This is an optimization exercise on Yosys and OpenROAD, whose aim is small area, a short achievable clock period and few clock cycles, not a production implementation.
At most, simulation tests tie the RTL to the original design; equivalence was not proved.
No activity file was given, so power comes from the tool's default toggle rates.

Design ota_core, start of the top module:
module ota_core (
    input  wire        clk,
    input  wire        rst,
    input  wire        cmd_valid,
    output reg         cmd_ready,
    input  wire [2:0]  cmd_op,
    input  wire [31:0] cmd_arg,
    input  wire        in_valid,
    output reg         in_ready,
    input  wire [7:0]  in_data,
    output reg         rsp_valid,
    output reg  [31:0] rsp_data,
    output reg         out_valid,
    output reg  [7:0]  out_data,
    output reg         dict_we,
    output reg  [10:0] dict_waddr,
    output reg  [7:0]  dict_wdata,
    output reg  [10:0] dict_raddr,
    input  wire [7:0]  dict_rdata
);
    localparam [31:0] MAGIC_DEFAULT = 32'h45535033;
    localparam [2:0] OP_CFG_MAGIC = 3'd1;
    localparam [2:0] OP_START     = 3'd2;
    localparam [2:0] OP_POLL      = 3'd3;
    localparam [2:0] OP_PROGRESS  = 3'd4;
    localparam [2:0] OP_VERIFY    = 3'd5;
    localparam [2:0] OP_RELEASE   = 3'd6;
    localparam [31:0] RES_INPROGRESS = 32'd0;
    localparam [31:0] RES_DONE       = 32'd1;
    localparam [31:0] ERR_HDR_LENGTH = -32'sd8;
    localparam [31:0] ERR_HDR_MAGIC  = -32'sd9;
    localparam [31:0] ERR_CHECKSUM   = -32'sd10;
    localparam [31:0] ERR_DOWNLOAD   = -32'sd11;
    localparam [2:0] ST_IDLE      = 3'd0;
    localparam [2:0] ST_HEADER    = 3'd1;
    localparam [2:0] ST_FILE      = 3'd2;
    localparam [2:0] ST_COMPLETED = 3'd3;
    localparam [2:0] ST_MAGIC     = 3'd4;
    localparam [2:0] ST_ERROR     = 3'd5;
    reg [2:0]  st;
    reg        err_is_len;
    reg [31:0] magic_cfg;
    reg [32:0] rem;              
    reg [31:0] written;          
    reg        wrapped;          
    reg [31:0] crc;
    reg [31:0] hdr_crc;
    reg [4:0]  hdr_fill;
    reg        len_ok, mag_ok, lborrow;
    reg [31:0] cl;               
    reg        more;             
    reg [7:0]  b0, b1;           
    reg        v0, v1;
    reg [30:0] bitq;             
    reg [4:0]  bitcnt;
    reg [1:0]  nopp;             
    reg        rd_act;           
  ...
Size in the first run: roughly 1,800 cells after synthesis, ~17,000 µm² of cells after synthesis.
export LEC_CHECK = 0
export ABC_CLOCK_PERIOD_IN_PS = 3000
export CAP_MARGIN = 20
export CORE_MARGIN = 2
export CORE_UTILIZATION = 40
export SLEW_MARGIN = 20
create_clock -name core_clock -period 10.0 [get_ports {clk}]
standard.sh (not shown) runs the stock make flow with config.mk's settings and CLKGATE_MAP_FILE= SYNTH_SCRIPT=/design/flow/synth_recipe.tcl, a recipe that flattens the netlist after the stock synthesis.
==> flow/flow/run.sh <==
#!/bin/bash
set -euo pipefail
bash standard.sh SETUP_SLACK_MARGIN=7.3 finish > standard_flow.log 2>&1
The starting point completed without violations.
Change:
==> flow/flow/run.sh (replaced) <==
#!/bin/bash
set -euo pipefail
bash standard.sh SETUP_SLACK_MARGIN=7 finish > standard_flow.log 2>&1
CORE_UTILIZATION = 60   (was 40)
Count of clock-buffer cells in the layout decreases by 4.
Sequential power hardly moves.
Wire length goes down by 15%.
Change:
CORE_UTILIZATION = 40   (was 60)
Outcome: Worst hold slack improved by 0.0072 ns; total power climbs by a few percent; clock power climbs by a few percent; critical path depth drops by 10; first-iteration DRC count drops by about a fifth; combinational power climbs by a little under a tenth.
Function was not checked in any run of this note: the RTL went through the layout flow alone.

---

## lane 1
The RTL this note starts from:
==> flow/design.v <==
module ota_core (
    input  wire        clk,
    input  wire        rst,
    input  wire        cmd_valid,
    output wire        cmd_ready,
    input  wire [2:0]  cmd_op,
    input  wire [31:0] cmd_arg,
    input  wire        in_valid,
    output wire        in_ready,
    input  wire [7:0]  in_data,
    output reg         rsp_valid,
    output reg  [31:0] rsp_data,
    output reg         out_valid,
    output reg  [7:0]  out_data,
    output reg         dict_we,
    output reg  [10:0] dict_waddr,
    output reg  [7:0]  dict_wdata,
    output reg  [10:0] dict_raddr,
    input  wire [7:0]  dict_rdata
);
    localparam [31:0] MAGIC_DEFAULT = 32'h45535033;
    localparam [2:0] OP_CFG_MAGIC = 3'd1;
    localparam [2:0] OP_START     = 3'd2;
    localparam [2:0] OP_POLL      = 3'd3;
    localparam [2:0] OP_PROGRESS  = 3'd4;
    localparam [2:0] OP_VERIFY    = 3'd5;
    localparam [2:0] OP_RELEASE   = 3'd6;
    localparam [31:0] RES_INPROGRESS = 32'd0;
    localparam [31:0] RES_DONE       = 32'd1;
    localparam [31:0] ERR_HDR_LENGTH = -32'sd8;
    localparam [31:0] ERR_HDR_MAGIC  = -32'sd9;
    localparam [31:0] ERR_CHECKSUM   = -32'sd10;
    localparam [31:0] ERR_DOWNLOAD   = -32'sd11;
    localparam [2:0] ST_IDLE      = 3'd0;
    localparam [2:0] ST_HEADER    = 3'd1;
    localparam [2:0] ST_FILE      = 3'd2;
    localparam [2:0] ST_COMPLETED = 3'd3;
    localparam [2:0] ST_MAGIC     = 3'd4;
    localparam [2:0] ST_ERROR     = 3'd5;
    reg [2:0]  st;
    reg        err_is_len;
    reg [31:0] magic_cfg;
    reg        busy;             
    reg [32:0] rem;              
    reg [31:0] written;          
    reg        wrapped;          
    reg [31:0] crc;
    reg [31:0] hdr_crc;
    reg [4:0]  hdr_fill;
    reg        len_ok, mag_ok, lborrow;
    reg [31:0] cl;               
    reg        more;             
    reg [7:0]  ib;               
    reg        ibv;
    reg [22:0] bitq;             
    reg [4:0]  bitcnt;
    reg        fresh;            
    reg        rd_act;           
    reg [4:0]  cnt;              
    reg        dv;               
    reg [10:0] dp;               
    reg [31:0] crc_next;
    integer i;
    always @* begin
        crc_next = crc ^ {24'd0, ib};
        for (i = 0; i < 8; i = i + 1)
            crc_next = crc_next[0] ? ((crc_next >> 1) ^ 32'hEDB88320) : (crc_next >> 1);
    end
    wire active = (st == ST_HEADER) || (st == ST_FILE) || (st == ST_COMPLETED);
    wire [31:0] err_code = (st == ST_MAGIC) ? ERR_HDR_MAGIC :
                           (err_is_len      ? ERR_HDR_LENGTH : ERR_DOWNLOAD);
    wire tok_lit = (bitcnt >= 5'd9)  &&  bitq[22];
    wire tok_ref = (bitcnt >= 5'd16) && !bitq[22];
    wire tp      = fresh && (tok_lit || tok_ref);
    wire take_lit = tp &&  bitq[22] && !rd_act && !dv;
    wire take_ref = tp && !bitq[22] && (!rd_act || cnt == 5'd0);
    wire take    = take_lit || take_ref;
    wire in_file = (st == ST_FILE);
    wire ib_go   = ibv && (!in_file || !tp || take);
    wire feed    = ibv && in_file && (!tp || take);
    assign cmd_ready = !busy;
    assign in_ready  = busy && more && (!ibv || ib_go);
    wire cmd_fire = cmd_valid && !busy;
    wire in_fire  = in_valid && in_ready;
    wire poll_end = busy && !more && !ibv && !tp && !rd_act && !dv;
    wire       fwd     = out_valid && (dp == written[10:0]);
    wire       wr_done = wrapped || (dp < written[10:0]);
    wire [7:0] dbyte   = fwd ? out_data :
                         wr_done ? dict_rdata :
                         ((dp >= 11'd17) ? 8'h20 : 8'h00);
    wire [4:0]  shamt = take ? (bitq[22] ? 5'd9 : 5'd16) : 5'd0;
    wire [22:0] q1    = bitq << shamt;
    wire [4:0]  c1    = bitcnt - shamt;
    wire [7:0] rbyte = rem[8*hdr_fill[1:0] +: 8];
    wire [8:0] ldiff = {1'b0, rbyte} - {1'b0, (hdr_fill[1:0] == 2'd0) ? 8'd8 : {7'd0, lborrow}};
    always @* begin
        dict_we    = out_valid;
        dict_wdata = out_data;
        dict_waddr = written[10:0];
    end
    always @(posedge clk) begin
        if (rst) begin
            st        <= ST_IDLE;
            busy      <= 1'b0;
            magic_cfg <= MAGIC_DEFAULT;
            rsp_valid <= 1'b0;
            out_valid <= 1'b0;
            ibv       <= 1'b0;
            fresh     <= 1'b0;
            rd_act    <= 1'b0;
            dv        <= 1'b0;
        end else begin
            rsp_valid <= 1'b0;
            if (cmd_fire) begin
                case (cmd_op)
                OP_CFG_MAGIC: begin
                    rsp_valid <= 1'b1;
                    if (active) begin
                        rsp_data <= ERR_DOWNLOAD;
                    end else begin
                        magic_cfg <= cmd_arg;
                        rsp_data  <= RES_DONE;
                    end
                end
                OP_START: begin
                    rsp_valid <= 1'b1;
                    if (active) begin
                        rsp_data <= ERR_DOWNLOAD;
                    end else begin
                        rsp_data <= cmd_arg;
                        rem      <= {1'b0, cmd_arg};
                        written  <= 32'd0;
                        wrapped  <= 1'b0;
                        crc      <= 32'hFFFFFFFF;
                        hdr_fill <= 5'd0;
                        len_ok   <= 1'b1;
                        mag_ok   <= 1'b1;
                        lborrow  <= 1'b0;
                        bitq     <= 23'd0;
                        bitcnt   <= 5'd0;
                        fresh    <= 1'b0;
                        st       <= ST_HEADER;
                    end
                end
                OP_POLL: begin
                    busy <= 1'b1;
                    cl   <= cmd_arg;
                    more <= (cmd_arg != 32'd0);
                end
                OP_PROGRESS: begin
                    rsp_valid <= 1'b1;
                    if (st == ST_IDLE)
                        rsp_data <= ERR_DOWNLOAD;
                    else if (active)
                        rsp_data <= written;
                    else
                        rsp_data <= err_code;
                end
                OP_VERIFY: begin
                    rsp_valid <= 1'b1;
                    if (st == ST_COMPLETED)
                        rsp_data <= (~crc == hdr_crc) ? RES_DONE : ERR_CHECKSUM;
                    else if (st == ST_MAGIC || st == ST_ERROR)
                        rsp_data <= err_code;
                    else
                        rsp_data <= ERR_DOWNLOAD;
                end
                OP_RELEASE: begin
                    st        <= ST_IDLE;
                    rsp_valid <= 1'b1;
                    rsp_data  <= RES_DONE;
                end
                default: begin
                    rsp_valid <= 1'b1;
                    rsp_data  <= ERR_DOWNLOAD;
                end
                endcase
            end
            if (in_fire) begin
                ib   <= in_data;
                ibv  <= 1'b1;
                cl   <= cl - 32'd1;
                more <= (cl != 32'd1);
            end else if (ib_go) begin
                ibv  <= 1'b0;
            end
            if (ib_go) begin
                if (st == ST_HEADER) begin
                    hdr_fill <= hdr_fill + 5'd1;
                    if (hdr_fill[4:2] == 3'd0) begin
                        len_ok  <= len_ok && (ib == ldiff[7:0]);
                        lborrow <= ldiff[8];
                    end
                    if (hdr_fill[4:2] == 3'd1)
                        hdr_crc <= {ib, hdr_crc[31:8]};
                    if (hdr_fill[4:2] == 3'd2)
                        mag_ok <= mag_ok && (ib == magic_cfg[8*hdr_fill[1:0] +: 8]);
                    if (hdr_fill >= 5'd8)
                        crc <= crc_next;
                    if (hdr_fill == 5'd19) begin
                        if (!len_ok || lborrow) begin
                            st         <= ST_ERROR;
                            err_is_len <= 1'b1;
                        end else if (!mag_ok) begin
                            st <= ST_MAGIC;
                        end else begin
                            st <= ST_FILE;
                        end
                    end
                end else if (in_file) begin
                    crc <= crc_next;
                    rem <= rem - 33'd1;
                end
            end
            if (feed) begin
                bitq   <= q1 | ({ib, 15'd0} >> c1);
                bitcnt <= c1 + 5'd8;
                fresh  <= 1'b1;
            end else if (take) begin
                bitq   <= q1;
                bitcnt <= c1;
                fresh  <= 1'b0;
            end
            if (take_ref) begin
                dict_raddr <= bitq[21:11] + 11'd17;
                cnt        <= {1'b0, bitq[10:7]} + 5'd1;
                rd_act     <= 1'b1;
            end else if (rd_act) begin
                dict_raddr <= dict_raddr + 11'd1;
                cnt        <= cnt - 5'd1;
                if (cnt == 5'd0)
                    rd_act <= 1'b0;
            end
            dv <= rd_act;
            dp <= dict_raddr;
            out_valid <= dv || take_lit;
            if (dv)
                out_data <= dbyte;
            else if (take_lit)
                out_data <= bitq[21:14];
            if (out_valid) begin
                written <= written + 32'd1;
                if (written[10:0] == 11'd2047)
                    wrapped <= 1'b1;
            end
            if (poll_end) begin
                busy      <= 1'b0;
                rsp_valid <= 1'b1;
                case (st)
                ST_IDLE:      rsp_data <= ERR_DOWNLOAD;
                ST_HEADER:    rsp_data <= RES_INPROGRESS;
                ST_COMPLETED: rsp_data <= RES_DONE;
                ST_FILE: begin
                    if (rem == 33'd20) begin
                        st       <= ST_COMPLETED;
                        rsp_data <= RES_DONE;
                    end else if (rem[32] || rem[31:0] < 32'd20) begin
                        st         <= ST_ERROR;
                        err_is_len <= 1'b0;
                        rsp_data   <= ERR_DOWNLOAD;
                    end else begin
                        rsp_data <= RES_INPROGRESS;
                    end
                end
                default:      rsp_data <= err_code;
                endcase
            end
        end
    end
endmodule
export LEC_CHECK = 0
export ABC_CLOCK_PERIOD_IN_PS = 3000
export CAP_MARGIN = 20
export CORE_MARGIN = 2
export CORE_UTILIZATION = 40
export SETUP_SLACK_MARGIN = 5
export SLEW_MARGIN = 20
create_clock -name core_clock -period 10.0 [get_ports {clk}]
run.sh (not shown) runs the stock make flow with config.mk's settings and CLKGATE_MAP_FILE= SYNTH_SCRIPT=/design/flow/synth_recipe.tcl, a recipe that flattens the netlist after the stock synthesis.
Stock flow here: none of the scripts above is used.
Testbench counts of lane 1, summed over its fixed seeds: cycles 146,567.
What lane 2 does differently from lane 1 at the input level:
diff --git a/flow/config.mk b/flow/config.mk
--- a/flow/config.mk
+++ b/flow/config.mk
@@ -8 +7,0 @@
-export ABC_CLOCK_PERIOD_IN_PS = 3000
@@ -12 +10,0 @@
-export SETUP_SLACK_MARGIN = 5
--- outcome ---
Having completed the whole flow, lane 2 delivered a layout that passed the timing, design-rule and antenna checks. For lane 2, the cell with the largest stage delay on the worst path was a31oi_1, unlike lane 1, where it was clkdlybuf4s50_1. Lower core utilization of the finished layout was reported by lane 2, not lane 1. Post-detailed-route wirelength per cell, lane 2 vs lane 1: down slightly. Relative to lane 1, the post-route standard cell area excluding fillers of lane 2 is lower by about 0.47%. Comparing lane 1 against lane 2, there is no change at all in maximum buffer depth of the clock tree.

---

ota_core, a different RTL version from the one above (not shown whole).
For scale: about 310 flip-flops, ~17000 um2 of cells after synthesis.
clock: 10.0 ns
lec_check: 0
cap_margin: 20
core_margin: 2
core_utilization: 40
slew_margin: 20
standard.sh (not shown) runs the stock make flow with config.mk's settings and CLKGATE_MAP_FILE= SYNTH_SCRIPT=/design/flow/synth_recipe.tcl, a recipe that flattens the netlist after the stock synthesis.
==> flow/flow/run.sh <==
#!/bin/bash
set -euo pipefail
bash standard.sh SETUP_SLACK_MARGIN=7 CTS_ARGS=-sink_clustering_enable\ -repair_clock_nets\ -sink_buffer_max_cap_derate\ 0.05 finish > standard_flow.log 2>&1
The first run completed with no timing, DRC or antenna violations.
Testbench counts at the start, summed over its fixed seeds: cycles 130,440.
Change:
==> flow/flow/run.sh (replaced) <==
#!/bin/bash
set -euo pipefail
bash standard.sh SETUP_SLACK_MARGIN=6.9 finish > standard_flow.log 2>&1
CORE_UTILIZATION = 50   (was 40)
Effect:
- sequential share of layout area increases by 0.91 points
- clock power increases by about a fifth
- cell count decreases by a few percent
- final area decreases by a few percent
- sequential cell count is unchanged
- utilization increases by 11 points
- global-route usage increases by 4.6 points
Change:
==> flow/flow/run.sh (replaced) <==
#!/bin/bash
set -euo pipefail
bash standard.sh SETUP_SLACK_MARGIN=6.95 finish > standard_flow.log 2>&1
CORE_UTILIZATION = 45   (was 50)
Result: Global-route usage came out lower by 2.2 points. Utilization shrinks by 6.6 points. Worst setup slack gains 0.091 ns. Non-clock buffer count went up by 4. Routed wire length goes up by 1.0%. Total power goes down by 1.5%. Via count hardly moves. Area after synthesis is unchanged. Sequential share of layout area rises by 0.19 points. Final area shrinks by 0.48%. Sequential power is about the same.

---

== garnet ==
Another version of the RTL of ota_core (not shown whole).
Size in the first run: roughly 310 flip-flops, roughly 130 I/O pins, roughly 0.017 mm2 of cells after synthesis.
==> flow/config.mk <==
export PLATFORM = sky130hd
export DESIGN_NAME = ota_core
export DESIGN_NICKNAME = ota_core
export VERILOG_FILES = /design/flow/design.v
export SDC_FILE = /design/flow/constraint.sdc
export NUM_CORES = 4
export LEC_CHECK = 0
export CAP_MARGIN = 20
export CORE_MARGIN = 2
export CORE_UTILIZATION = 40
export CTS_CLUSTER_DIAMETER = 100
export CTS_CLUSTER_SIZE = 24
export SLEW_MARGIN = 20
==> flow/constraint.sdc <==
create_clock -name core_clock -period 10.0 [get_ports {clk}]
set_input_delay 2.0000 -clock core_clock [delete_from_list [all_inputs] [get_ports {clk}]]
set_output_delay 2.0000 -clock core_clock [all_outputs]
set_load 0.01 [all_outputs]
==> flow/flow/run.sh <==
#!/bin/bash
set -euo pipefail
bash standard.sh SETUP_SLACK_MARGIN=6.7 BUFFER_PORTS_ARGS=-buffer_cell\ sky130_fd_sc_hd__buf_2 finish > standard_flow.log 2>&1
Having completed the whole flow, garnet delivered a layout that passed the timing, design-rule and antenna checks.
Testbench counts of garnet, summed over its fixed seeds: cycles 130,440.
diff inputs: garnet => lagoon
==> flow/flow/run.sh <==
#!/bin/bash
set -euo pipefail
bash standard.sh SETUP_SLACK_MARGIN=6.95 finish > standard_flow.log 2>&1
==> notes.md <==
Between lagoon and garnet, the post-layout net count is lower for garnet. garnet went all the way through synthesis, placement and routing and the layout is clean on timing, DRC and antenna. lagoon: flow completed, timing, DRC and antenna clean. Relative to garnet, via count has gone up in lagoon. On highest cell delay on the worst timing path, the higher figure sits with garnet, not lagoon.
Input changes introduced in quartz (baseline for comparison: lagoon):
Settings: removing CTS_CLUSTER_DIAMETER (formerly 100); removing CTS_CLUSTER_SIZE (formerly 24); changing CORE_UTILIZATION from 40 to 45.
==> comparison <==
~same data arrival time of the critical path in lagoon and quartz
[compare] base=lagoon new=quartz: global-route usage over all layers went up; utilization rose by 7.8 points; half-perimeter wire length after detailed placement went up by 0.78%; fraction of standard cell area that is sequential down 1.3 points.
Via count deteriorates in quartz relative to lagoon.
Input changes introduced in sierra (baseline for comparison: quartz):
==> flow/flow/run.sh <==
#!/bin/bash
set -euo pipefail
bash standard.sh SETUP_SLACK_MARGIN=6.95 CTS_ARGS=-sink_clustering_enable\ -repair_clock_nets\ -sink_clustering_size\ 20\ -sink_clustering_max_diameter\ 80 finish > standard_flow.log 2>&1
Findings:
- From quartz to sierra the numbers moved as follows: combinational power share climbed 4.2 points; ratio of final minimum period to clock period roughly the same; number of vias in the routed layout shows a reduction of about 1.6%; combinational-cell power consumption was more or less identical; power dropped about 13%.
- sierra ended with less first-pass GRT wire length than quartz.

-- re-timing with driven ports --
No port has a modelled driver above. Below, the same layouts with a new extraction and two added sets of constraints. Step 1: set_driving_cell puts a clkbuf_16 on clk and a buf_2 on each other input, an assumption about the parent block. Step 2 times the ports against the registers' clock, not the clock port: input delays grow and output delays shrink by t, the midpoint of the rising clock arrivals with the driver on. a / b / c = no drivers / after step 1 / after step 2; a / b = the first two.
run | t, ns | slack for setup (ns) | worst setup path at the end
the first run of note 1 | 0.623 | 6.819 / 6.819 / 6.406 | input to register
the second run of note 1 | 0.571 | 6.813 / 6.813 / 6.412 | input to register
the third run of note 1 | 0.603 | 6.902 / 6.848 / 6.404 | input to register
lane 1 | 0.615 | 5.174 / 5.115 / 5.123 | input to register
lane 2 | 0.615 | 4.677 / 4.618 / 4.865 | input to register
the first run of note 3 | 0.885 | 6.639 / 6.587 / 6.335 | input to register
the second run of note 3 | 0.566 | 6.886 / 6.831 / 6.599 | input to register
the third run of note 3 | 0.565 | 6.977 / 6.925 / 6.591 | input to register
garnet | 0.588 | 6.742 / 6.683 / 6.651 | input to register
lagoon | 0.572 | 6.959 / 6.906 / 6.502 | input to register
quartz | 0.591 | 6.968 / 6.914 / 6.472 | input to register
sierra | 0.591 | 6.958 / 6.903 / 6.475 | input to register
After both steps every run listed still meets setup and hold. The setup slack of the third run of note 1, which loses most, moves by -0.054 ns with the drivers and by -0.498 ns with both steps.
